Source: an optimization exercise on an open RTL-to-GDS flow (aim: small area). Production flows keep margins and buffers that such runs may drop.
Function was checked by simulation only, so behaviour that the tests miss may differ from the original.
No activity file was given, so power comes from the tool's default toggle rates.

[flow/flow/run.sh]
#!/bin/bash
# Layout flow: the standard synthesis, then the combinational logic of
# its netlist mapped again by ABC for area (registers left exactly as the
# standard synthesis made them), then the standard ORFS layout with the
# ports buffered by the smallest buffer. Each tool writes its own log here.
set -euo pipefail
R=orfs/results/sky130hd/wii_core/base
LIB=$FLOW_HOME/platforms/sky130hd/lib/sky130_fd_sc_hd__tt_025C_1v80.lib

bash standard.sh synth > synth.log 2>&1

# dont_use cells exactly as the standard synthesis passed them to ABC
DU=$(grep -h "^abc -script" orfs/logs/sky130hd/wii_core/base/1_2_yosys.log | head -1 | grep -o -- "-dont_use [^ ]*" | tr '\n' ' ')
cp $R/1_2_yosys.v reabc_in.v
sed -e "s|@LIB@|$LIB|g" -e "s|@DU@|$DU|g" flow/reabc.ys > reabc.ys
yosys -s reabc.ys > reabc.log 2>&1
cp reabc_out.v $R/1_2_yosys.v
rm -f $R/1_synth.odb $R/1_synth.sdc

export BUFFER_PORTS_ARGS="-buffer_cell sky130_fd_sc_hd__buf_1"
export CTS_ARGS="-sink_clustering_enable -repair_clock_nets -sink_clustering_size 15 -sink_clustering_max_diameter 80 -sink_buffer_max_cap_derate 0.4 -buf_list {sky130_fd_sc_hd__clkbuf_8 sky130_fd_sc_hd__clkbuf_16}"
bash standard.sh finish > layout.log 2>&1
[flow/flow/reabc.ys]
# Map the combinational cells of the standard netlist again for area.
# Flip-flop cells are black boxes, so every register keeps its name and cell.
read_liberty -ignore_miss_func @LIB@
blackbox sky130_fd_sc_hd__dfxtp_1 sky130_fd_sc_hd__edfxtp_1 sky130_fd_sc_hd__dfrtp_1 sky130_fd_sc_hd__dfstp_1 sky130_fd_sc_hd__dfbbp_1 sky130_fd_sc_hd__dfxbp_1 sky130_fd_sc_hd__sdfxtp_1
read_verilog reabc_in.v
hierarchy -top wii_core
flatten
opt -purge
abc -liberty @LIB@ @DU@ -D 10000
opt_clean -purge
hilomap -singleton -hicell sky130_fd_sc_hd__conb_1 HI -locell sky130_fd_sc_hd__conb_1 LO
splitnets
opt_clean -purge
stat -liberty @LIB@
write_verilog -noattr -noexpr -nohex -nodec reabc_out.v
[flow/standard.sh]
#!/bin/bash
# synth_recipe.tcl (not shown) runs the flow's synth.tcl, then flattens the netlist and writes it again
# the make line also repeats each setting of config.mk as NAME=value (left out here)
make -C /OpenROAD-flow-scripts/flow DESIGN_CONFIG=/design/flow/config.mk WORK_HOME=/design/flow/orfs CLKGATE_MAP_FILE= SYNTH_SCRIPT=/design/flow/synth_recipe.tcl "${@:-finish}"
[flow/config.mk]
export PLATFORM = sky130hd
export DESIGN_NAME = wii_core
export DESIGN_NICKNAME = wii_core
export VERILOG_FILES = /design/flow/design.v
export SDC_FILE = /design/flow/constraint.sdc
export NUM_CORES = 4
export LEC_CHECK = 0
export ABC_AREA = 1
export CAP_MARGIN = 20
export CORE_MARGIN = 2
export CORE_UTILIZATION = 35
export PLACE_DENSITY = 0.6
export SLEW_MARGIN = 20
[flow/constraint.sdc]
create_clock -name core_clock -period 10.0 [get_ports {clk}]
set_input_delay 2.0000 -clock core_clock [delete_from_list [all_inputs] [get_ports {clk}]]
set_output_delay 2.0000 -clock core_clock [all_outputs]
set_load 0.01 [all_outputs]
[flow/design.v]
module wii_xport #(
    parameter W = 8,
    parameter D = 20
) (
    input  wire           clk,
    input  wire           wr,
    input  wire [W-1:0]   d,
    output wire [W-1:0]   q,
    output reg  [W*D-1:0] r
);
    assign q = r[W*D-1 -: W];
    always @(posedge clk)
        r <= {r[W*(D-1)-1:0], wr ? d : q};
endmodule
module wii_core (
    input  wire        clk,
    input  wire        rst,
    input  wire        cmd_valid,
    output wire        cmd_ready,
    input  wire [63:0] cmd_word,
    output wire        rsp_valid,
    output wire [3:0]  rsp_code,
    output reg  [31:0] rsp_data,
    output wire        ev_req,
    output reg  [3:0]  ev_op,
    output reg  [31:0] ev_arg,
    output wire [7:0]  ev_aux,
    input  wire        ev_done,
    input  wire [1:0]  ev_res,
    input  wire [7:0]  ev_rdata
);
    localparam [3:0] EV_NONE     = 4'd0,
                     EV_START    = 4'd1,
                     EV_STOP     = 4'd3,
                     EV_TX       = 4'd4,
                     EV_RX       = 4'd5,
                     EV_CONFIG   = 4'd6,
                     EV_TM_INIT  = 4'd7,
                     EV_DELAY_US = 4'd8,
                     EV_DELAY_MS = 4'd9;
    localparam [3:0] C_SUCCESS   = 4'h0,
                     C_UNSUPP    = 4'h1,
                     C_NOTINIT   = 4'h2,
                     C_I2C       = 4'h3,
                     C_IDMISM    = 4'h4,
                     C_UNKPARAM  = 4'h5,
                     C_INVALID   = 4'h6,
                     C_DISABLED  = 4'h8,
                     C_RELDIS    = 4'h9,
                     C_ILLEGAL   = 4'hF;
    localparam [2:0] K_UNKNOWN = 3'd0, K_UNSUPP = 3'd1, K_NUNCHUK = 3'd2,
                     K_CLASSIC = 3'd3, K_MPLUS = 3'd4, K_MP_NUN = 3'd5,
                     K_MP_CLA = 3'd6;
    localparam [1:0] S_NOTINIT = 2'd0, S_CONFIG = 2'd1, S_ACTIVE = 2'd2,
                     S_DISABLED = 2'd3;
    localparam [2:0] XO_W1E = 3'd0,    
                     XO_W1P = 3'd1,    
                     XO_W2  = 3'd2,    
                     XO_UNK = 3'd3,    
                     XO_RST = 3'd4,    
                     XO_RRAW= 3'd5,    
                     XO_RID = 3'd6;    
    localparam [1:0] RC_MAINT = 2'd0, RC_CONN = 2'd1, RC_QC = 2'd2;
    localparam [1:0] RQ_TOP = 2'd0, RQ_CONN_ID = 2'd1, RQ_CONN_HOME = 2'd2;
    localparam [6:0]
        M_IDLE     = {3'd0, 4'd0},
        M_RESP     = {3'd1, 4'd0},
        M_CLRI0    = {3'd2, 4'd0},
        M_CLRI1    = {3'd3, 4'd0},
        M_MAINT    = {3'd4, 4'd0},
        M_MCONN_RES= {3'd5, 4'd0},
        M_CFG      = {3'd6, 4'd0},
        M_CFG_RET  = {3'd7, 4'd0},
        M_QC       = {3'd0, 4'd2},
        M_CLRF0    = {3'd1, 4'd2},
        M_CLRF1    = {3'd2, 4'd2},
        M_CMT0     = {3'd3, 4'd2},
        M_CMT1     = {3'd4, 4'd2},
        M_UPD      = {3'd5, 4'd2},
        M_UA       = {3'd6, 4'd2},
        M_UB       = {3'd7, 4'd2},
        M_QC_RET   = {3'd0, 4'd10},
        M_ZERO0    = {3'd1, 4'd10},
        M_ZERO1    = {3'd2, 4'd10},
        M_UC       = {3'd3, 4'd10},
        M_HC0      = {3'd4, 4'd10},
        M_HC1      = {3'd5, 4'd10},
        X_RXW      = {3'd6, 4'd10},
        X_END      = {3'd7, 4'd10},
        X_START    = {3'd0, EV_START},
        X_RSTART   = {3'd1, EV_START},
        X_TSTOP    = {3'd0, EV_STOP},
        X_RSTOP    = {3'd1, EV_STOP},
        X_HDR      = {3'd0, EV_TX},
        X_REG      = {3'd1, EV_TX},
        X_VAL      = {3'd2, EV_TX},
        X_RHDR     = {3'd3, EV_TX},
        X_RX       = {3'd0, EV_RX},
        M_INIT_BT  = {3'd0, EV_CONFIG},
        M_INIT_TM  = {3'd0, EV_TM_INIT},
        X_TDLY     = {3'd0, EV_DELAY_US},
        X_BDLY     = {3'd1, EV_DELAY_US},
        X_RDLY     = {3'd2, EV_DELAY_US},
        M_CFG_DLY  = {3'd3, EV_DELAY_US},
        M_CONN_DLY = {3'd4, EV_DELAY_US},
        M_MRETRY   = {3'd0, EV_DELAY_MS};
    reg [6:0]  ms;
    reg        valid;
    reg [1:0]  status;
    reg [4:0]  fail_cnt;
    reg [2:0]  kind, kind_req;
    reg        encrypted, rel_en;
    reg [3:0]  ep_bus;
    reg [31:0] ep_clock_hz;
    reg [3:0]  r_code;
    reg        is_rd;         
    reg        sethome;
    reg [1:0]  ret_c, ret_q;
    reg        ret_m;         
    reg [3:0]  q_res;
    reg [2:0]  attempt;
    reg [2:0]  xop;
    reg        xfail;
    reg        flag;          
    reg [4:0]  idx;           
    reg [10:0] scr;           
    reg [4:0]  ptr;           
    reg [3:0]  rptr;          
    reg [3:0]  ph;            
    reg        c_cls;
    reg        h_cls;
    integer k;
    wire [7:0]  buf_q, stg_q;
    wire [8:0]  rel_q;
    wire [1:0]  relh_q;
    wire [5:0]  relh_r;
    wire [7:0]  snp_q;
    wire [159:0] buf_r, stg_r;
    wire [80:0] rel_r;
    wire [95:0] snp_r;
    reg         buf_wr, stg_wr, rel_wr, snp_wr;
    reg  [7:0]  buf_d, snp_d;
    reg  [10:0] rel_d;
    wii_xport #(.W(8), .D(20)) u_buf (.clk(clk), .wr(buf_wr), .d(buf_d), .q(buf_q), .r(buf_r));
    wii_xport #(.W(8), .D(20)) u_stg (.clk(clk), .wr(stg_wr), .d(scr[7:0]), .q(stg_q), .r(stg_r));
    wii_xport #(.W(9), .D(9)) u_rel (.clk(clk), .wr(rel_wr), .d(rel_d[8:0]), .q(rel_q), .r(rel_r));
    wii_xport #(.W(2), .D(3)) u_relh (.clk(clk), .wr(rel_wr), .d(rel_d[10:9]), .q(relh_q), .r(relh_r));
    wii_xport #(.W(8), .D(12)) u_snp (.clk(clk), .wr(snp_wr), .d(snp_d), .q(snp_q), .r(snp_r));
    wire [4:0] xlen = (xop == XO_RRAW) ? 5'd20 : 5'd6;
    wire       xwrite = ~xop[2];
    wire       dec_ok = (kind == K_NUNCHUK) || (kind == K_CLASSIC) ||
                        (kind == K_MP_NUN)  || (kind == K_MP_CLA);
    reg        d_sel;         
    reg [3:0]  fsel;
    reg [7:0]  q0, q1, q2, q3, q4, q5;
    reg        cls;
    reg [15:0] fv;
    reg [15:0] b;
    always @(*) begin
        q0 = snp_r[88 +: 8];
        q1 = snp_r[80 +: 8];
        q2 = snp_r[72 +: 8];
        q3 = snp_r[64 +: 8];
        q4 = snp_r[56 +: 8];
        q5 = snp_r[48 +: 8];
        cls = d_sel ? h_cls : c_cls;
        fv  = 16'd0;
        b   = 16'd0;
        if (!cls) begin
            b[5] = q5[0]; b[6] = q5[0]; b[4] = q5[1];
            case (fsel)
                4'd0: fv = b;
                4'd3, 4'd5: fv = {8'd0, q0};
                4'd4, 4'd6: fv = {8'd0, q1};
                4'd7: fv = {6'd0, q2, q5[3:2]};
                4'd8: fv = {6'd0, q3, q5[5:4]};
                4'd9: fv = {6'd0, q4, q5[7:6]};
                default: fv = 16'd0;
            endcase
        end else begin
            b[15] = q4[7];
            b[13] = q4[6];
            b[7]  = q4[5];
            b[10] = q4[4];
            b[11] = q4[3];
            b[9]  = q4[2];
            b[8]  = q4[1];
            b[5]  = q5[7];
            b[1]  = q5[6];
            b[3]  = q5[5];
            b[0]  = q5[4];
            b[2]  = q5[3];
            b[6]  = q5[2];
            b[14] = q5[1];
            b[12] = q5[0];
            case (fsel)
                4'd0: fv = b;
                4'd1: fv = {11'd0, q2[6:5], q3[7:5]};
                4'd2: fv = {11'd0, q3[4:0]};
                4'd3: fv = {10'd0, q0[5:0]};
                4'd4: fv = {10'd0, q1[5:0]};
                4'd5: fv = {11'd0, q0[7:6], q1[7:6], q2[7]};
                4'd6: fv = {11'd0, q2[4:0]};
                default: fv = 16'd0;
            endcase
        end
    end
    wire       k_pt = (kind == K_MP_NUN) || (kind == K_MP_CLA);
    wire [7:0] stg_s18 = stg_r[8*18 +: 8];
    wire [7:0] stg_s4  = stg_r[8*4 +: 8];
    wire [7:0] stg_s3  = stg_r[8*3 +: 8];
    reg  [7:0] snp_ld;
    always @(*) begin
        snp_ld = stg_q;
        case (ptr)
            5'd0, 5'd1: if (k_pt) snp_ld = {stg_q[7:1], 1'b0};
            5'd4: begin
                if (kind == K_MP_NUN)       snp_ld = {stg_q[7:1], stg_s18[7]};
                else if (kind == K_CLASSIC) snp_ld = ~stg_q;
            end
            5'd5: begin
                case (kind)
                    K_NUNCHUK: snp_ld = stg_q ^ 8'h03;
                    K_MP_NUN:  snp_ld = {stg_q[6], 1'b0, stg_q[5], 1'b0, stg_q[4], 1'b0,
                                         stg_q[3], stg_q[2]};
                    K_CLASSIC: snp_ld = ~stg_q;
                    default:   snp_ld = {stg_q[7:2], stg_s3[0], stg_s4[0]};
                endcase
            end
            default: ;
        endcase
    end
    wire [7:0] c_idx = scr[7:0];
    wire c_rel = is_rd && c_idx[7];
    wire c_snp = is_rd && c_idx[6];
    wire c_buf = is_rd && !c_idx[7] && !c_idx[6] && (c_idx[5] || c_idx[4]);
    wire c_sml = is_rd && !c_idx[7] && !c_idx[6] && !c_idx[5] && !c_idx[4];
    wire [3:0] c_f = c_idx[3:0];
    wire [3:0] c_rslot = (c_f == 4'd9) ? 4'd0 : c_f;
    wire       c_rnz = (c_f != 4'd0) && (c_f <= 4'd9);
    wire       rd_align = (!c_buf || ptr == (c_idx[4:0] ^ 5'h10)) &&
                          (!c_rel || !c_rnz || rptr == c_rslot) &&
                          (!c_snp || ph == {1'b0, c_idx[5], c_idx[5], 1'b0});
    always @(*) begin
        rsp_data = 32'd0;
        if (c_sml) begin
            case (c_idx[2:0])
                3'd0: rsp_data = {30'd0, status};
                3'd1: rsp_data = {27'd0, fail_cnt};
                3'd2: rsp_data = {29'd0, kind};
                3'd3: rsp_data = {29'd0, kind_req};
                3'd4: rsp_data = {29'd0, 1'b1, rel_en, encrypted};
                3'd5: rsp_data = {12'd0, ep_bus, 2'b00, 2'd1, 1'b0, 1'b0, 10'h052};
                default: rsp_data = ep_clock_hz;
            endcase
        end
        if (c_buf)
            rsp_data = {24'd0, buf_q};
        if (c_rel && c_rnz)
            rsp_data = (c_f >= 4'd7) ? {{21{relh_q[1]}}, relh_q, rel_q} :
                                       {{23{rel_q[8]}}, rel_q};
        if (c_snp)
            rsp_data = {16'd0, fv};
    end
    wire [7:0] cw_op = cmd_word[7:0];
    wire [7:0] cw_idx = cmd_word[15:8];
    reg        cw_legal;
    always @(*) begin
        case (cw_op)
            8'h01:        cw_legal = (cmd_word[31:16] == 16'd0);
            8'h03, 8'h08: cw_legal = (cmd_word[63:16] == 48'd0);
            8'h02, 8'h04, 8'h05, 8'h06, 8'h07:
                          cw_legal = (cmd_word[63:8] == 56'd0);
            default:      cw_legal = 1'b0;
        endcase
    end
    wire rd_ok = (cw_idx <= 8'h06) ||
                 (cw_idx >= 8'h10 && cw_idx <= 8'h23) ||
                 (cw_idx >= 8'h40 && cw_idx <= 8'h4C) ||
                 (cw_idx >= 8'h60 && cw_idx <= 8'h6C) ||
                 (cw_idx >= 8'h80 && cw_idx <= 8'h8C);
    wire [3:0] ms_op = ms[3:0];
    assign ev_req = (ms_op != 4'd0) && (ms_op != 4'd2) && (ms_op <= 4'd9);
    assign ev_aux = (ms_op == EV_CONFIG) ? {2'd1, 2'b00, ep_bus} : 8'd0;
    always @(*) begin
        ev_op  = ms_op;
        ev_arg = 32'bx;
        case (ms)
            M_INIT_TM:  begin ev_arg = ep_clock_hz; end
            M_INIT_BT:  begin ev_arg = ep_clock_hz; end
            M_MRETRY:   begin ev_arg = 32'd500; end
            M_CFG_DLY:  begin ev_arg = 32'd1000; end
            M_CONN_DLY: begin ev_arg = 32'd20000; end
            X_START, X_RSTART, X_TSTOP, X_RSTOP: ev_arg = 32'd0;
            X_HDR:      begin ev_arg = 32'hA4; end
            X_RHDR:     begin ev_arg = 32'hA5; end
            X_REG: begin
                case (xop)
                    XO_W1E:  ev_arg = 32'h40;
                    XO_W1P:  ev_arg = 32'hF0;
                    XO_W2:   ev_arg = 32'hFB;
                    XO_RRAW: ev_arg = 32'h20;
                    XO_RID:  ev_arg = 32'hFA;
                    default: ev_arg = 32'h00;
                endcase
            end
            X_VAL: begin ev_arg = (xop == XO_W1P) ? 32'h55 : 32'h00; end
            X_RX:       begin ev_arg = 32'd1; end
            X_TDLY:     begin ev_arg = 32'd150; end
            X_BDLY:     begin ev_arg = 32'd250; end
            X_RDLY:     begin ev_arg = 32'd120; end
            default: ;
        endcase
    end
    assign cmd_ready = (ms == M_IDLE);
    assign rsp_valid = (ms == M_RESP) && rd_align;
    assign rsp_code  = r_code;
    wire tx_bad = (ev_res == 2'd2) || (ev_res == 2'd1);
    wire [7:0] deobf = (ev_rdata ^ 8'h17) + 8'h17;
    wire [10:0] diff = {1'b0, fv[9:0]} - scr;
    wire [3:0]  u_slot = (idx[3:0] == 4'd9) ? 4'd0 : idx[3:0];
    always @(*) begin
        buf_wr = 1'b0;
        buf_d  = 8'd0;
        stg_wr = (ms == X_RXW) && (ptr == idx);
        rel_wr = 1'b0;
        rel_d  = scr;
        snp_wr = 1'b0;
        snp_d  = snp_ld;
        d_sel  = c_idx[5];
        fsel   = c_idx[3:0];
        case (ms)
            M_CLRI0, M_CLRI1: begin
                buf_wr = 1'b1;
                rel_wr = 1'b1;
                rel_d  = 11'd0;
                snp_wr = 1'b1;
                snp_d  = 8'h00;
            end
            M_CLRF1: buf_wr = 1'b1;
            M_CMT1: begin
                buf_wr = (ptr < xlen);
                buf_d  = stg_q;
                snp_wr = (xop == XO_RST) && dec_ok && (ptr == {1'b0, ph}) && (ptr < 5'd6);
            end
            M_UA: begin
                d_sel = 1'b1;
                fsel  = idx[3:0];
            end
            M_UB: begin
                d_sel  = 1'b0;
                fsel   = idx[3:0];
            end
            M_UC: rel_wr = (rptr == u_slot);
            M_HC1: begin
                snp_wr = (ph >= 4'd6);
                snp_d  = snp_r[40 +: 8];
            end
            M_ZERO0, M_ZERO1: begin
                rel_wr = 1'b1;
                rel_d  = 11'd0;
            end
            default: ;
        endcase
    end
    always @(posedge clk) begin
        ptr  <= (ptr == 5'd19) ? 5'd0 : ptr + 5'd1;
        rptr <= (rptr == 4'd8) ? 4'd0 : rptr + 4'd1;
        ph   <= (ph == 4'd11) ? 4'd0 : ph + 4'd1;
        if (rst) begin
            ms    <= M_IDLE;
            valid <= 1'b0;
            ptr   <= 5'd0;
            rptr  <= 4'd0;
            ph    <= 4'd0;
        end else begin
            case (ms)
            M_IDLE: if (cmd_valid) begin
                is_rd   <= 1'b0;
                sethome <= (cw_op == 8'h05);
                ret_m   <= 1'b0;
                ms      <= M_RESP;
                if (!cw_legal) begin
                    r_code <= C_ILLEGAL;
                end else begin
                    case (cw_op)
                    8'h01: begin
                        if (cmd_word[14:12] == K_UNSUPP || cmd_word[14:12] == 3'd7) begin
                            r_code <= C_UNSUPP;
                        end else begin
                            fail_cnt    <= 5'd0;
                            status      <= S_NOTINIT;
                            rel_en      <= 1'b0;
                            ep_bus      <= cmd_word[11:8];
                            ep_clock_hz <= cmd_word[63:32];
                            kind_req    <= cmd_word[14:12];
                            kind        <= cmd_word[14:12];
                            encrypted   <= ~cmd_word[15];
                            valid       <= 1'b1;
                            c_cls       <= 1'b0;
                            h_cls       <= 1'b0;
                            ms          <= M_CLRI0;
                        end
                    end
                    8'h02, 8'h03: begin
                        xop     <= (cw_op == 8'h02 || cw_idx == 8'd0) ? XO_RST :
                                   (cw_idx == 8'd1) ? XO_RRAW :
                                   (cw_idx == 8'd2) ? XO_RID : XO_UNK;
                        ret_q   <= RQ_TOP;
                        if (!valid) r_code <= C_NOTINIT;
                        else        ms     <= M_QC;
                    end
                    8'h04: begin
                        if (!valid) r_code <= C_NOTINIT;
                        else        ms     <= M_MAINT;
                    end
                    8'h05: begin
                        xop     <= XO_RST;
                        ret_q   <= RQ_TOP;
                        if (!valid)       r_code <= C_NOTINIT;
                        else if (!rel_en) r_code <= C_RELDIS;
                        else              ms     <= M_QC;
                    end
                    8'h06, 8'h07: begin
                        if (!valid) begin
                            r_code <= C_NOTINIT;
                        end else begin
                            rel_en <= (cw_op == 8'h06);
                            r_code <= C_SUCCESS;
                        end
                    end
                    default: begin  
                        r_code <= rd_ok ? C_SUCCESS : C_ILLEGAL;
                        is_rd <= rd_ok && valid;
                        scr   <= {3'd0, cw_idx};
                    end
                    endcase
                end
            end
            M_RESP: if (rd_align) ms <= M_IDLE;
            M_CLRI0: if (ptr == 5'd19) ms <= M_CLRI1;
            M_CLRI1: if (ptr == 5'd19) ms <= M_INIT_TM;
            M_INIT_TM: if (ev_done) ms <= M_INIT_BT;
            M_INIT_BT: if (ev_done) ms <= M_MAINT;
            M_MAINT: begin
                if (status == S_DISABLED) begin
                    if (!ret_m) r_code <= C_DISABLED;
                    ms <= M_RESP;
                end else if (fail_cnt > 5'd20) begin
                    status <= S_DISABLED;
                    if (!ret_m) r_code <= C_DISABLED;
                    ms <= M_RESP;
                end else if (fail_cnt > 5'd3) begin
                    status <= S_CONFIG;
                    ret_c  <= RC_MAINT;
                    ms     <= M_CFG;
                end else if (status == S_NOTINIT) begin
                    attempt <= 3'd1;
                    ret_c   <= RC_CONN;
                    ms      <= M_CFG;
                end else begin
                    status <= S_ACTIVE;
                    if (!ret_m) r_code <= C_SUCCESS;
                    ms <= M_RESP;
                end
            end
            M_MRETRY: if (ev_done) begin
                ret_c <= RC_CONN;
                ms    <= M_CFG;
            end
            M_MCONN_RES: begin
                if (q_res == C_SUCCESS || q_res == C_IDMISM) begin
                    status <= S_ACTIVE;
                    if (!ret_m) r_code <= q_res;
                    ms <= M_RESP;
                end else if (attempt == 3'd5) begin
                    if (!ret_m) r_code <= C_NOTINIT;
                    ms <= M_RESP;
                end else begin
                    attempt <= attempt + 3'd1;
                    ms      <= M_MRETRY;
                end
            end
            M_CFG: begin
                xop <= encrypted ? XO_W1E : XO_W1P;
                ms  <= X_START;
            end
            M_CFG_DLY: if (ev_done) begin
                xop <= XO_W2;
                ms  <= X_START;
            end
            M_CFG_RET: begin
                case (ret_c)
                    RC_MAINT: begin
                        if (!ret_m) r_code <= xfail ? C_I2C : C_SUCCESS;
                        ms <= M_RESP;
                    end
                    RC_CONN: begin
                        if (xfail) begin
                            q_res <= C_I2C;
                            ms    <= M_MCONN_RES;
                        end else begin
                            xop     <= XO_RID;
                            ret_q   <= RQ_CONN_ID;
                            ms      <= M_QC;
                        end
                    end
                    default: begin
                        xop <= XO_RST;
                        ms  <= X_START;
                    end
                endcase
            end
            M_QC: begin
                if (status == S_DISABLED) begin
                    q_res <= C_DISABLED;
                    ms    <= M_QC_RET;
                end else if (xop == XO_UNK) begin
                    q_res <= C_UNKPARAM;
                    ms    <= M_QC_RET;
                end else if (xop == XO_RST && (kind == K_CLASSIC || kind == K_MP_CLA)) begin
                    ret_c <= RC_QC;
                    ms    <= M_CFG;
                end else begin
                    ms <= X_START;
                end
            end
            M_CLRF0: if (ptr == 5'd19) ms <= M_CLRF1;
            M_CLRF1: if (ptr == 5'd19) begin
                fail_cnt <= fail_cnt + 5'd1;
                q_res    <= C_INVALID;
                ms       <= M_QC_RET;
            end
            M_CMT0: if (ptr == 5'd19) begin
                idx <= 5'd0;
                ms  <= M_CMT1;
            end
            M_CMT1: begin
                if (xop == XO_RST && dec_ok) begin
                    c_cls  <= (kind == K_CLASSIC) || (kind == K_MP_CLA);
                end
                if (xop == XO_RID && ret_q == RQ_CONN_ID) begin
                    case (ptr)
                        5'd0: flag <= (stg_q == 8'h00);
                        5'd1: flag <= flag & (stg_q == 8'h00);
                        5'd2: flag <= flag & (stg_q == 8'hA4);
                        5'd3: flag <= flag & (stg_q == 8'h20);
                        5'd4: begin
                            if (!flag)                 kind <= K_UNSUPP;
                            else if (stg_q == 8'h00)   kind <= K_NUNCHUK;
                            else if (stg_q == 8'h01)   kind <= K_CLASSIC;
                            else if (stg_q == 8'h04)   kind <= K_MPLUS;
                            else if (stg_q == 8'h05)   kind <= K_MP_NUN;
                            else if (stg_q == 8'h07)   kind <= K_MP_CLA;
                            else                       kind <= K_UNSUPP;
                        end
                        5'd5: begin
                            if ((kind == K_NUNCHUK && stg_q != 8'h00) ||
                                (kind == K_CLASSIC && stg_q != 8'h01) ||
                                ((kind == K_MPLUS || kind == K_MP_NUN || kind == K_MP_CLA) &&
                                 stg_q != 8'h05))
                                kind <= K_UNSUPP;
                        end
                        default: ;
                    endcase
                end
                if (ptr == 5'd19) idx <= idx + 5'd1;
                if (ptr == 5'd19 && idx == 5'd2) begin
                    fail_cnt <= 5'd0;
                    if (xop == XO_RST) begin
                        ms <= M_UPD;
                    end else begin
                        q_res <= C_SUCCESS;
                        ms    <= M_QC_RET;
                    end
                end
            end
            M_UPD: begin
                idx <= 5'd1;
                if (!dec_ok) begin
                    q_res <= C_UNSUPP;
                    ms    <= M_QC_RET;
                end else begin
                    q_res <= C_SUCCESS;
                    ms    <= rel_en ? M_UA : M_QC_RET;
                end
            end
            M_UA: if (ph == 4'd6) begin
                scr <= {1'b0, fv[9:0]};
                ms  <= M_UB;
            end
            M_UB: if (ph == 4'd0) begin
                scr <= diff;
                ms  <= M_UC;
            end
            M_UC: if (rptr == u_slot) begin
                idx <= idx + 5'd1;
                ms  <= (idx == 5'd9) ? M_QC_RET : M_UA;
            end
            M_QC_RET: begin
                case (ret_q)
                    RQ_TOP: begin
                        if (q_res == C_I2C || q_res == C_INVALID) begin
                            r_code <= q_res;
                            ret_m  <= 1'b1;
                            ms     <= M_MAINT;
                        end else begin
                            r_code <= q_res;
                            ms     <= M_RESP;
                            if (sethome && q_res == C_SUCCESS) begin
                                h_cls  <= c_cls;
                                ms     <= M_HC0;
                            end
                        end
                    end
                    RQ_CONN_ID: begin
                        if (q_res != C_SUCCESS) begin
                            ms <= M_MCONN_RES;
                        end else if (kind_req != K_UNKNOWN && kind != kind_req) begin
                            q_res <= C_IDMISM;
                            ms    <= M_MCONN_RES;
                        end else begin
                            ms <= M_CONN_DLY;
                        end
                    end
                    default: begin  
                        ms <= M_MCONN_RES;
                        if (q_res == C_SUCCESS) begin
                            h_cls  <= c_cls;
                            ms     <= M_HC0;
                        end
                        q_res <= C_SUCCESS;
                    end
                endcase
            end
            M_HC0: if (ph == 4'd5) ms <= M_HC1;
            M_HC1: if (ph == 4'd11) begin
                if (rel_en)                ms <= M_ZERO0;
                else if (ret_q == RQ_TOP)  ms <= M_RESP;
                else                       ms <= M_MCONN_RES;
            end
            M_ZERO0: if (rptr == 4'd8) ms <= M_ZERO1;
            M_ZERO1: if (rptr == 4'd8) ms <= (ret_q == RQ_TOP) ? M_RESP : M_MCONN_RES;
            M_CONN_DLY: if (ev_done) begin
                xop     <= XO_RST;
                ret_q   <= RQ_CONN_HOME;
                ms      <= M_QC;
            end
            X_START: if (ev_done) begin
                xfail <= (ev_res == 2'd1);
                ms    <= (ev_res == 2'd1) ? X_END : X_HDR;
            end
            X_HDR: if (ev_done) begin
                if (tx_bad) begin
                    xfail <= 1'b1;
                    ms    <= X_TDLY;
                end else begin
                    ms <= X_REG;
                end
            end
            X_REG: if (ev_done) begin
                if (tx_bad) begin
                    xfail <= 1'b1;
                    ms    <= X_TDLY;
                end else begin
                    ms <= xwrite ? X_VAL : X_TDLY;
                end
            end
            X_VAL: if (ev_done) begin
                if (tx_bad) xfail <= 1'b1;
                ms <= X_TDLY;
            end
            X_TDLY: if (ev_done) ms <= X_TSTOP;
            X_TSTOP: if (ev_done) ms <= (xfail || xwrite) ? X_END : X_BDLY;
            X_BDLY: if (ev_done) ms <= X_RSTART;
            X_RSTART: if (ev_done) begin
                if (ev_res == 2'd1) begin
                    xfail <= 1'b1;
                    ms    <= X_END;
                end else begin
                    ms <= X_RHDR;
                end
            end
            X_RHDR: if (ev_done) begin
                idx  <= 5'd0;
                flag <= 1'b1;
                if (tx_bad) begin
                    xfail <= 1'b1;
                    ms    <= X_RDLY;
                end else begin
                    ms <= X_RX;
                end
            end
            X_RX: if (ev_done) begin
                if (ev_res == 2'd1) begin
                    xfail <= 1'b1;
                    ms    <= X_RDLY;
                end else begin
                    scr  <= {3'd0, encrypted ? deobf : ev_rdata};
                    flag <= flag & (ev_rdata == 8'hFF);
                    ms   <= X_RXW;
                end
            end
            X_RXW: if (ptr == idx) begin
                idx <= idx + 5'd1;
                ms  <= (idx + 5'd1 == xlen) ? X_RDLY : X_RX;
            end
            X_RDLY: if (ev_done) ms <= X_RSTOP;
            X_RSTOP: if (ev_done) ms <= X_END;
            X_END: begin
                case (xop)
                    XO_W1E, XO_W2: ms <= M_CFG_RET;
                    XO_W1P: ms <= xfail ? M_CFG_RET : M_CFG_DLY;
                    default: begin
                        if (xfail) begin
                            fail_cnt <= fail_cnt + 5'd1;
                            q_res    <= C_I2C;
                            ms       <= M_QC_RET;
                        end else if (flag) begin
                            ms <= M_CLRF0;
                        end else begin
                            ms <= M_CMT0;
                        end
                    end
                endcase
            end
            default: ms <= M_IDLE;
            endcase
        end
    end
endmodule
==> qor.csv, run 1 <==
stage;metric;value;unit
critical_path;critPathKind;reg -> out;
critical_path;slowest_stage;nor3_1;
cts;clock-root-buffer;clkbuf_8;
cts;cts_tree;built;
cts;path_clk_slew;90;ps
critical_path;critPathLaunchType;flip-flop;
global_route;antenna_found_initial;1;
cells_and_area;drive_above_1_share;0.04752;
global_route;grt_pass1_wl;92.56;mm
critical_path;cp_common_cell;nor2_1;
placement;hpwlAfterDp;48.19;mm
detailed_routing;dr.first_iter.drc_count;1397;
critical_path;rrSetupSlack;4090;ps
detailed_routing;drc;0;
critical_path;r2r_cells;15;
critical_path;cp-end-kind;output pin;
placement;gp_congestion;0.9973;
floorplanning;start_util;0.3542;
detailed_routing;drt_wl_total;63.30;mm
cts;holdBufCountCts;0;
floorplanning;die_h;240.1;µm
detailed_routing;viasPerCell;5.336;
global_route;grt_pass1_vias;14030;
sta;rsz0062_at_grt;no;
global_route;grt_max_degree;33;
cts;ctsResizeCount;0;
cts;cts_max_level;2;
hold_path;min_to;u_stg.r[63];
detailed_routing;dr_total_vias;14550;
global_route;gr-total-overflow;0;
cts;post_cts.repair.setup_buffers;0;
synth;syn_inst;1723;
cells_and_area;synthToLayoutAreaGrowth;13.45;%
critical_path;rr_endpoint;scr[9];
cts;cts_inserted_buffers;50;
sta;fmax;147.0;MHz
synth;ys_warn_count;5;
detailed_routing;wire_per_inst;23.21;µm
global_route;grtUsageTotal;0.2183;
detailed_routing;dr.pass1.iters;6;
power;p_leak;8.064;nW
detailed_routing;drtAntennaViolNets;0;
floorplanning;io_pins;161;
placement;port_buffers;157;
placement;pre_cts_slack;3932;ps
hold_path;min-delay-start;u_stg.r[55];
cts;clk_latency;680;ps
sta;setup_viol_count_final;0;
critical_path;max_stage_delay;900;ps
hold_path;holdPathStages;0;
cells_and_area;nFillCells;5442;
cts;clockBufferDepth;3;
critical_path;crit_fanout;17;
sta;fin_tns_setup;0;ps
sta;fin_crit;6804;ps
sta;worstMarginPinSlew;1074;ps
sta;drv_slew;0;
run;maxCapViolCount;0;
sta;layout_setup_ws;3196;ps
floorplanning;die-area;0.05766;mm²
critical_path;crit_required;8000;ps
critical_path;crit_arrival;4800;ps
floorplanning;die_x;240.1;µm
power;power_density;236.2;mW/mm²
sta;fin_skew;61.17;ps
critical_path;r2r_start;ms[1];
synth;netlist_area;0.01951;mm²
floorplanning;core_area;0.05509;mm²
floorplanning;placementRows;86;
synth;postSynthAreaPerCell;11.32;µm²
status;outcome;no timing/DRC/antenna violations;
sta;fin_crit_sh;0.6804;
cells_and_area;nets;2036;
power;vdd_drop_max;0.1135;mV
cts;cts.sinks;616;
hold_path;holdCritPathClass;reg -> reg;
sta;relSlewSlack;0.2799;
sta;report.final.hold_viol_count;0;
critical_path;cp_cell_sequence;or4b_1, nor2_1, a21oi_1, nor3_1, o21ai_0, nand3_1, and2_0, nor2_1, a31oi_1, buf_1;
## area by class of cell
class | instances | area (µm²) | share of cell area
Inverter | 26 | 97.59 | 0.004409
Antenna cell | 1 | 2.502 | 0.0001130
Clock buffer | 52 | 715.7 | 0.03233
Clock inverter | 20 | 132.6 | 0.005991
Tap cell | 748 | 935.9 | 0.04228
Multi-Input combinational cell | 1083 | 6217 | 0.2809
Sequential cell | 616 | 13250 | 0.5987
Timing Repair Buffer | 181 | 782.0 | 0.03533
## cell usage in the layout (no fill, tap or decap), types with 7 or more instances in the layout
master and n:
clkinv_1 26, o211ai_1 10, or4_1 7, a2111oi_0 7
buf_1 157, edfxtp_1 92, nand2_1 150, xor2_1 18
a221o_1 10, nor3_1 66, nand2b_1 16, a22oi_1 19
and2_0 35, nor2_1 162, o22ai_1 11, clkbuf_8 52
xnor2_1 31, a22o_1 14, mux2_1 8, nand3_1 58
nor4_1 34, a221oi_1 16, a31oi_1 15, a222oi_1 15
inv_1 11, or2_0 11, a21oi_1 95, o21ai_0 105
nand4_1 17, buf_4 23, a21o_1 20, and3_1 25
dfxtp_1 524, nor2b_1 16
## flip-flops by register name, summed over array words and instances (netlist names), 5 cells and up
signal	count
u_relh.r	6
scr	11
u_snp.r	96
u_rel.r	81
u_stg.r	160
idx	5
ep_clock_hz	32
u_buf.r	160
ptr	5
ms	7
fail_cnt	5
## report_power, final
group          leakage [nW]  internal [mW]  switching, mW  total [mW]
Sequential             5.07           2.66          0.175        2.83
Clock                 0.474          0.490          0.784        1.27
Combinational          2.52          0.355          0.769        1.12
Total                  8.06           3.50           1.73        5.23
## layer usage
metal	track usage	wire, µm	vias up
met5	0	0	-
met2	0.3555	29360	574
met1	0.2792	26660	7106
met3	0.03938	3866	138
met4	0.1075	3412	0
li1	-	-	6732
## critical path, delay by kind of cell, from the launching register on
kind | cells | cell delay [ps]
AND/OR/NAND/NOR | 6 | 2590
flip-flops | 1 | 640
AO/OA/AOI/OAI | 3 | 750
buffers and inverters | 1 | 190
## through the flow
stage	utilization	cell area [µm²]	hold WS (ps)	total power, mW	instances
2_1_floorplan	-	19520	309.6	3.462	1725
3_3_place_gp	0.3857	21250	309.5	3.996	2652
3_5_place_dp	0.3861	21270	312.1	3.989	2653
4_1_cts	0.4015	22120	289.3	5.265	2725
5_1_grt	0.4018	22130	311.9	5.465	2726
6_report	0.4018	22140	284.0	5.229	2727
## worst max path at each step
stage                      from     endpoint  slack [ps]
after floorplan           ms[1]  rsp_data[1]        4190
after global placement    ms[1]  rsp_data[1]        4010
after detailed placement  ms[1]  rsp_data[1]        3930
after CTS                 ms[1]  rsp_data[1]        3200
after global routing      ms[1]  rsp_data[1]        2930
final                     ms[1]  rsp_data[1]        3200
==> run 2, diff against run 1 <==
--- a/flow/config.mk
+++ b/flow/config.mk
@@ -8,3 +8,3 @@
 export ABC_AREA = 1
-export CAP_MARGIN = 20
+export CAP_MARGIN = 0
 export CORE_MARGIN = 2
@@ -12,2 +12,2 @@
 export PLACE_DENSITY = 0.6
-export SLEW_MARGIN = 20
+export SLEW_MARGIN = 0
==> qor.csv, run 2 <==
stage;metric;value;unit
placement;gp_congestion;0.9973;
critical_path;rrSetupSlack;4000;ps
critical_path;crit_arrival;4870;ps
floorplanning;placementRows;86;
critical_path;r2r_cells;15;
cells_and_area;drive_above_1_share;0.04803;
critical_path;cp-end-kind;output pin;
power;vdd_drop_max;0.1204;mV
power;power_density;238.6;mW/mm²
synth;netlist_area;0.01951;mm²
sta;report.final.hold_viol_count;0;
sta;drv_slew;0;
placement;hpwlAfterDp;48.08;mm
cells_and_area;mostFrequentLayoutCells;dfxtp_1, nor2_1, buf_1;
sta;fmax;145.5;MHz
global_route;grtUsageTotal;0.2185;
detailed_routing;wire_per_inst;23.26;µm
cts;path_clk_slew;100;ps
detailed_routing;viasPerCell;5.343;
placement;place_area;0.02125;mm²
cells_and_area;largestRegisters;u_buf.r: 160 flops, u_stg.r: 160 flops, u_snp.r: 96 flops;
critical_path;cp_common_cell;or4b_1;
detailed_routing;drt_wl_total;63.46;mm
critical_path;slowest_stage;nor3_1;
sta;fin_tns_setup;0;ps
floorplanning;start_util;0.3542;
critical_path;cp.buffers_inverters;1;
sta;fin_crit;6875;ps
critical_path;rr_endpoint;scr[9];
sta;setup_viol_count_final;0;
cts;ctsResizeCount;0;
floorplanning;core_area;0.05509;mm²
cts;clk_latency;700;ps
run;maxCapViolCount;0;
floorplanning;die-area;0.05766;mm²
sta;worstMarginPinSlew;1176;ps
cts;post_cts.repair.setup_buffers;0;
detailed_routing;drtAntennaViolNets;0;
synth;ys_warn_count;5;
hold_path;holdPathStages;0;
sta;relSlewSlack;0.2143;
critical_path;cp_cell_sequence;or4b_1, o21ai_0, or4b_1, nor3_1, a222oi_1, nand3_1, and2_0, nor2_1, a31oi_1, buf_1;
synth;postSynthAreaPerCell;11.32;µm²
placement;port_buffers;157;
cts;cts_inserted_buffers;51;
hold_path;min_to;u_snp.r[43];
critical_path;critPathLaunchType;flip-flop;
cells_and_area;final_area;0.02216;mm²
hold_path;min-delay-start;u_snp.r[35];
cells_and_area;mostFrequentLayoutCell;dfxtp_1;
global_route;antenna_found_initial;2;
cts;cts.sinks;616;
floorplanning;die_x;240.1;µm
sta;fin_crit_sh;0.6875;
sta;rsz0062_at_grt;no;
detailed_routing;drc;0;
detailed_routing;dr.pass1.iters;6;
global_route;grt_pass1_vias;13880;
global_route;gr-total-overflow;0;
synth;syn_inst;1723;
critical_path;crit_fanout;17;
cells_and_area;synthToLayoutAreaGrowth;13.58;%
critical_path;max_stage_delay;740;ps
critical_path;cp.depth;10;
detailed_routing;dr_total_vias;14580;
sta;fin_skew;69.81;ps
cts;clockBufferDepth;3;
global_route;grt_pass1_wl;92.44;mm
floorplanning;io_pins;161;
global_route;grt_max_degree;41;
floorplanning;die_h;240.1;µm
cells_and_area;nets;2035;
hold_path;holdCritPathClass;reg -> reg;
critical_path;crit_required;8000;ps
cts;cts_max_level;2;
power;p_leak;8.073;nW
critical_path;critPathKind;reg -> out;
cts;clock-root-buffer;clkbuf_8;
critical_path;r2r_start;ms[1];
detailed_routing;dr.first_iter.drc_count;1319;
cts;cts_tree;built;
cts;holdBufCountCts;0;
status;outcome;no timing/DRC/antenna violations;
critical_path;cp_top_family;simple AND/OR/NAND/NOR gates;
-- run 2: changes by cell type in the layout (fill, tap and decap cells not counted), sizes merged --
cell,change
inv,-1
clkbuf,+1
diode,+1
bufinv,+1
clkinv,+1
buf,-2
-- run 2: final cells by class --
cell class / count / area [µm²]
Tap cell: 748 / 935.9
Multi-Input combinational cell: 1083 / 6211
Timing Repair Buffer: 179 / 754.5
Clock inverter: 21 / 176.4
Antenna cell: 2 / 5.005
Inverter: 26 / 97.59
Fill cell: 5437 / 32930
Sequential cell: 616 / 13250
Clock buffer: 53 / 729.5
-- run 2: routing by layer --
metal	up-vias	wire length, µm	global-route usage
met1	7088	27000	0.2806
met3	138	3730	0.03697
met2	606	29250	0.3508
li1	6745	-	-
met5	-	0	0
met4	0	3475	0.1199
-- run 2: worst max path at each step --
stage	start	end	slack (ps)
global placement	ms[1]	rsp_data[1]	4010
CTS	ms[1]	rsp_data[14]	3180
detailed placement	ms[1]	rsp_data[1]	3960
finish	ms[1]	rsp_data[1]	3130
global route	ms[1]	rsp_data[1]	2860
floorplan	ms[1]	rsp_data[1]	4190
-- run 2: per-stage QoR --
stage | std cells | hold WS (ps) | setup slack, ps | total power, mW | util
after detailed placement | 2652 | 312.1 | 3964 | 3.985 | 0.3857
final | 2728 | 273.8 | 3125 | 5.288 | 0.4023
after floorplan | 1725 | 309.6 | 4186 | 3.462 | -
after global routing | 2726 | 315.0 | 2864 | 5.523 | 0.4022
after global placement | 2652 | 309.5 | 4007 | 3.996 | 0.3857
after CTS | 2726 | 298.3 | 3182 | 5.327 | 0.4022
-- run 2: power breakdown --
part           switching (mW)  internal (mW)
combinational           0.770          0.353
clock                   0.803          0.529
sequential              0.176           2.66
==> run 3, diff against run 2 <==
--- a/flow/config.mk
+++ b/flow/config.mk
@@ -8,6 +8,8 @@
 export ABC_AREA = 1
-export CAP_MARGIN = 0
+export CAP_MARGIN = 20
 export CORE_MARGIN = 2
 export CORE_UTILIZATION = 35
+export GPL_ROUTABILITY_DRIVEN = 0
+export GPL_TIMING_DRIVEN = 0
 export PLACE_DENSITY = 0.6
-export SLEW_MARGIN = 0
+export SLEW_MARGIN = 20
==> qor.csv, run 3 <==
stage;metric;value;unit
status;outcome;no timing/DRC/antenna violations;
floorplanning;die_x;240.1;µm
placement;port_buffers;157;
critical_path;r2r_start;ms[1];
global_route;grtUsageTotal;0.1841;
run;maxCapViolCount;0;
cells_and_area;mostFrequentLayoutCells;dfxtp_1, nor2_1, buf_1;
sta;relSlewSlack;0.07409;
global_route;grt_max_degree;33;
power;power_density;234.2;mW/mm²
cts;cts.sinks;616;
cts;cts_tree;built;
power;sequentialPowerShare;0.543;
sta;drv_slew;0;
detailed_routing;dr_total_vias;14660;
cts;ctsResizeCount;0;
cts;path_clk_slew;110;ps
power;swShare;0.3246;
power;p_switching;1.677;mW
sta;fin_crit;7545;ps
synth;postSynthAreaPerCell;11.32;µm²
cts;clockBufferDepth;3;
critical_path;critPathLaunch;ms[1];
power;p_leak;7.979;nW
sta;report.final.hold_viol_count;0;
cells_and_area;mostFrequentLayoutCell;dfxtp_1;
sta;worstMarginPinSlew;1386;ps
cells_and_area;synthToLayoutAreaGrowth;13.09;%
placement;dpl.cell_count;2639;
cells_and_area;nets;2020;
floorplanning;start_util;0.3542;
sta;fin_crit_sh;0.7545;
detailed_routing;drc;0;
hold_path;holdCritPathClass;reg -> reg;
sta;setup_viol_count_final;0;
critical_path;r2r_cells;15;
cts;post_cts.repair.setup_buffers;0;
global_route;grt_pass1_wl;80.94;mm
power;p_total;5.167;mW
cells_and_area;fin_util;0.4005;
detailed_routing;dr.first_iter.drc_count;1842;
power;vdd_drop_max;0.1194;mV
power;p_int;3.490;mW
sta;fmax;132.5;MHz
detailed_routing;dr.pass1.iters;15;
critical_path;crit_required;8000;ps
floorplanning;placementRows;86;
floorplanning;die_h;240.1;µm
critical_path;critPathKind;reg -> out;
global_route;gr-total-overflow;0;
cells_and_area;drive_above_1_share;0.04397;
floorplanning;io_pins;161;
critical_path;crit_fanout;17;
cts;clk_latency;690;ps
cells_and_area;nFillCells;5351;
power;clock_power_share;0.244;
synth;netlist_area;0.01951;mm²
sta;rsz0062_at_grt;no;
critical_path;cp-end-kind;output pin;
cts;clock-root-buffer;clkbuf_8;
detailed_routing;viasPerCell;5.410;
floorplanning;die-area;0.05766;mm²
critical_path;rrSetupSlack;3160;ps
synth;syn_inst;1723;
detailed_routing;drt_wl_total;53.77;mm
sta;fin_skew;64.36;ps
cts;holdBufCountCts;0;
critical_path;rr_endpoint;scr[10];
detailed_routing;wire_per_inst;19.85;µm
critical_path;crit_arrival;5540;ps
critical_path;critPathLaunchType;flip-flop;
cells_and_area;finalNonFillerCells;2709;
detailed_routing;drtAntennaViolNets;0;
cells_and_area;largestRegisters;u_buf.r: 160 flops, u_stg.r: 160 flops, u_snp.r: 96 flops;
power;p_comb_frac;0.213;
synth;ys_warn_count;5;
floorplanning;core_area;0.05509;mm²
sta;fin_tns_setup;0;ps
cts;cts_max_level;2;
global_route;antenna_found_initial;4;
global_route;grt_pass1_vias;13800;
critical_path;endpoint;rsp_data[4];
cts;cts_inserted_buffers;48;
hold_path;holdPathStages;0;
placement;hpwlAfterDp;39.80;mm
==> run 3: final cells by class <==
type / instances / area (µm²) / share of cell area
clock buffer: 49 / 685.7 / 0.03107
sequential: 616 / 13250 / 0.6006
timing repair buffer: 167 / 665.6 / 0.03017
inverter: 26 / 97.59 / 0.004423
multi-input combinational: 1083 / 6279 / 0.2845
tap: 748 / 935.9 / 0.04241
antenna: 5 / 12.51 / 0.0005670
clock inverter: 15 / 137.6 / 0.006237
==> run 3: stage by stage <==
stage               cell area (µm²)  setup slack [ps]  hold slack, ps
floorplan                     19520              4186           309.6
global placement              21050              1560           309.6
detailed placement            21210              3333           312.1
CTS                           22030              2584           307.2
global route                  22060              2308           320.8
finish                        22070              2455           288.4
==> run 3: worst min-delay path by stage <==
| stage | startpoint | to | slack, ps |
|---|---|---|---|
| 6_report | u_buf.r[150] | u_buf.r[158] | 290 |
| 5_1_grt | u_buf.r[20] | u_buf.r[28] | 320 |
| 4_1_cts | u_buf.r[20] | u_buf.r[28] | 310 |
| 3_5_place_dp | u_buf.r[30] | u_buf.r[38] | 310 |
| 3_3_place_gp | u_rel.r[51] | u_rel.r[60] | 310 |
| 2_1_floorplan | u_buf.r[92] | u_buf.r[100] | 310 |
==> run 3: critical path, cell delays in order (launching register included) <==
cell and delay (ps):
dfxtp_1 680, nor4b_2 830, buf_4 290, nand2_1 400
o21ai_0 380, mux2i_1 760, a21oi_1 110, nor4_2 810
o21ai_0 370, buf_1 220
==> run 3: routing by layer <==
metal | vias to the layer above | track usage | share of wire
li1 | 6684 | - | -
met1 | 6933 | 0.2353 | 0.41
met2 | 810 | 0.2772 | 0.43
met3 | 229 | 0.05235 | 0.099
met4 | 0 | 0.1088 | 0.066
met5 | - | 0 | 0
==> run 3: power by group through the flow <==
| stage | combinational, mW | clock [mW] | sequential, mW |
|---|---|---|---|
| after floorplan | 0.659 | 0 | 2.80 |
| after global placement | 1.01 | 0 | 2.86 |
| after detailed placement | 1.05 | 0 | 2.86 |
| after CTS | 1.06 | 1.30 | 2.80 |
| after global routing | 1.17 | 1.40 | 2.83 |
| final | 1.10 | 1.26 | 2.81 |

## re-timing with driven ports
Ports are ideal in the flow. The routed layouts listed here were re-timed in OpenROAD. Step 1: set_driving_cell puts a clkbuf_16 on clk and a buf_2 on each other input, an assumption about the parent block. Step 2 moves the port delays by t, midway between the first and last clock arrival at a register: inputs arrive t later, outputs are due t later. That takes back most of the time a late clock gives input paths. Three values: no drivers, after step 1, after step 2; two values: the first two.
| run | t (ns) | setup slack, ns | slew at the worst register clock pin (ns) | cell pins on the clock port's net |
|---|---|---|---|---|
| run 1 | 0.703 | 3.196 / 3.142 / 3.845 | 0.12 / 0.12 | 1 |
| run 2 | 0.720 | 3.125 / 3.070 / 3.789 | 0.11 / 0.11 | 1 |
| run 3 | 0.704 | 2.455 / 2.404 / 3.108 | 0.11 / 0.11 | 1 |
After both steps setup and hold are still met in every run listed.
